Source: an optimization exercise on an open RTL-to-GDS flow (aim: small area, a short achievable clock period and few clock cycles). Production flows keep margins and buffers that such runs may drop.
At most, simulation tests tie the RTL to the original design; equivalence was not proved.
Power figures rest on the tool's default switching activity, not on a simulated workload.

Setup of old:
Design ccb, start of the top module:
module ccb (
    input  wire         clk,
    input  wire         rst,
    input  wire         cmd_valid,
    output reg          cmd_ready,
    input  wire [31:0]  cmd_data,
    output reg          rsp_valid,
    output reg  [2:0]   rsp_status,
    output reg  [31:0]  rsp_value,
    input  wire         edge_valid,
    input  wire [31:0]  edge_data,
    input  wire [29:0]  pin_i,
    input  wire [63:0]  time_i,
    output reg          ev_valid,
    output reg          ev_pulse,
    output reg  [2:0]   ev_ch,
    output reg  [15:0]  ev_val,
    output wire [127:0] duty_o,
    output reg  [29:0]  pin_oe,
    output reg  [89:0]  pin_ch,
    output wire         err_o
);
For scale: roughly 1100 flip-flops, ~470 I/O pins, about 68000 sq um of cells after synthesis.
==> flow/config.mk <==
export PLATFORM = sky130hd
export DESIGN_NAME = ccb
export DESIGN_NICKNAME = ccb
export VERILOG_FILES = /design/flow/design.v
export SDC_FILE = /design/flow/constraint.sdc
export NUM_CORES = 4
export LEC_CHECK = 0
export ABC_CLOCK_PERIOD_IN_PS = 3000
export CAP_MARGIN = 20
export CELL_PAD_IN_SITES_DETAIL_PLACEMENT = 1
export CELL_PAD_IN_SITES_GLOBAL_PLACEMENT = 1
export CORE_MARGIN = 2
export CORE_UTILIZATION = 40
export SLEW_MARGIN = 20
==> flow/constraint.sdc <==
create_clock -name core_clock -period 14.0 [get_ports {clk}]
set_input_delay 2.8000 -clock core_clock [delete_from_list [all_inputs] [get_ports {clk}]]
set_output_delay 2.8000 -clock core_clock [all_outputs]
set_load 0.01 [all_outputs]
standard.sh (not shown) runs the stock make flow with config.mk's settings and CLKGATE_MAP_FILE= SYNTH_SCRIPT=/design/flow/synth_recipe.tcl, a recipe that flattens the netlist after the stock synthesis.
==> flow/flow/run.sh <==
#!/bin/bash
# Standard layout, with timing repair aimed well below the design's period
# and plain buffers (instead of delay cells) on the ports.
set -euo pipefail
bash standard.sh SETUP_SLACK_MARGIN=9 "BUFFER_PORTS_ARGS=-buffer_cell sky130_fd_sc_hd__buf_2" finish > standard_flow.log 2>&1
Testbench counts of old, summed over its fixed seeds: cycles 30,149.
The following lists how new was set up differently from old:
--- a/flow/design.v
+++ b/flow/design.v
@@ -190,21 +190,26 @@
     wire o_setpoll = hf[4];
     wire o_stest   = hf[5];
     wire o_process = hf[6];
     wire o_edge    = hf[7];
     wire o_gedge   = hf[8];
     wire o_drain   = hf[9];
     wire o_resolve = hf[10];
     wire o_retgt   = hf[11];
     wire o_tick    = hf[12];
     wire o_poll    = hf[13];
-    reg  allv;                    
+    reg  [7:0] pv_ok;
+    always @(*) begin : pvchk2
+        integer c;
+        for (c = 0; c < 8; c = c + 1) pv_ok[c] = xq[8*c +: 8] <= 8'd29;
+    end
+    wire allv = &pv_ok;
     reg  [7:0] chg_led, chg_sns;
     always @(*) begin : chgs
         integer c;
         for (c = 0; c < 8; c = c + 1) begin
             chg_led[c] = allv && (xq[8*c +: 5] != led[c]);
             chg_sns[c] = allv && (xq[8*c +: 5] != sns[c]);
         end
     end
     reg  [7:0][4:0] sns_eff;
     always @(*) begin : snse
@@ -338,32 +343,31 @@
                     end
                     OP_GETPOLL: begin
                         rsp_valid <= 1'b1; rsp_value <= {31'd0, poll_en};
                     end
                     OP_SETPOLL, OP_EDGE, OP_GEDGE, OP_RETARGET: begin
                         rsp_valid <= 1'b1; rsp_value <= 32'd0;
                         st <= S_EXEC; go_q <= 1'b1; cmd_ready <= 1'b0;
                     end
                     OP_DRAIN: begin
                         rsp_valid <= 1'b1;
-                        rsp_value <= {24'd0, pend_in | edge_bits(edge_valid, edge_data, sns_eff)};
+                        rsp_value <= {24'd0, pend_in | edge_bits(edge_valid, edge_data, sns)};
                         st <= S_EXEC; go_q <= 1'b1; cmd_ready <= 1'b0;
                     end
                     default: begin
                         st <= S_EXEC; go_q <= 1'b1; cmd_ready <= 1'b0;
                     end
                     endcase
                 end
             end
             if (st == S_OPS && accept) begin
                 left <= left - 2'd1;
-                allv <= &c_pvok;
                 if (left == 2'd1) begin
                     rsp_status <= o_st;
                     rsp_value  <= 32'd0;
                     if (o_st != 3'd0) begin
                         rsp_valid <= 1'b1; err <= 1'b1;
                         st <= S_IDLE;
                     end else begin
                         st <= S_EXEC; go_q <= 1'b1; cmd_ready <= 1'b0;
                         if (h_op == OP_SETPOL) begin
                             rsp_valid <= 1'b1;
--- outcome ---
new: done, clean on timing, DRC and antenna. Diff old -> new: end-of-flow core utilization did not really move; reported clock group power went down; via total after detailed routing went up. Total power (new over old): decrease, about 0.46%. The wire length of the first global-routing pass of new exceeds that of old by 4.2 mm. On mux share of post-synthesis cell area, old and new are basically level. Per the comparison of new with old, count of clock-net buffers in the final layout dropped 14, hold slack climbed 6.5 ps, count of pins over their slew limit barely changed, multi-input combinational cell count climbed 65, power dissipated in sequential cells barely changed. From old to new, I/O pin count did not move at all. For old, the endpoint of the worst setup timing path was rejq[1], unlike new, where it was rejq[2]. Summary: with old as the reference, synthesized cell count in new moved up slightly.
Function not checked in new: the RTL went through the layout flow alone.

-- re-timing with driven ports --
In the flow no input, the clock included, has a driving cell. The finished layouts below were timed again as built, in two steps. Step 1, drivers: a clkbuf_16 drives clk and a buf_2 each remaining input, both assumed. Step 2 also shifts input and output timing later by t, the mid clock arrival at the registers, as if the neighbouring blocks saw the same clock. Slacks: ideal ports / drivers / drivers and shift; pairs: ideal ports / drivers.
run | t (ns) | slack for setup (ns) | worst setup path after step 2
old | 0.899 | 9.047 / 9.048 / 8.150 | input to register
new | 0.914 | 9.008 / 9.015 / 8.100 | input to register
After both steps setup and hold are still met in every run listed. For new, which loses most, drivers alone change the setup slack by +0.007 ns; drivers and shift together by -0.908 ns.
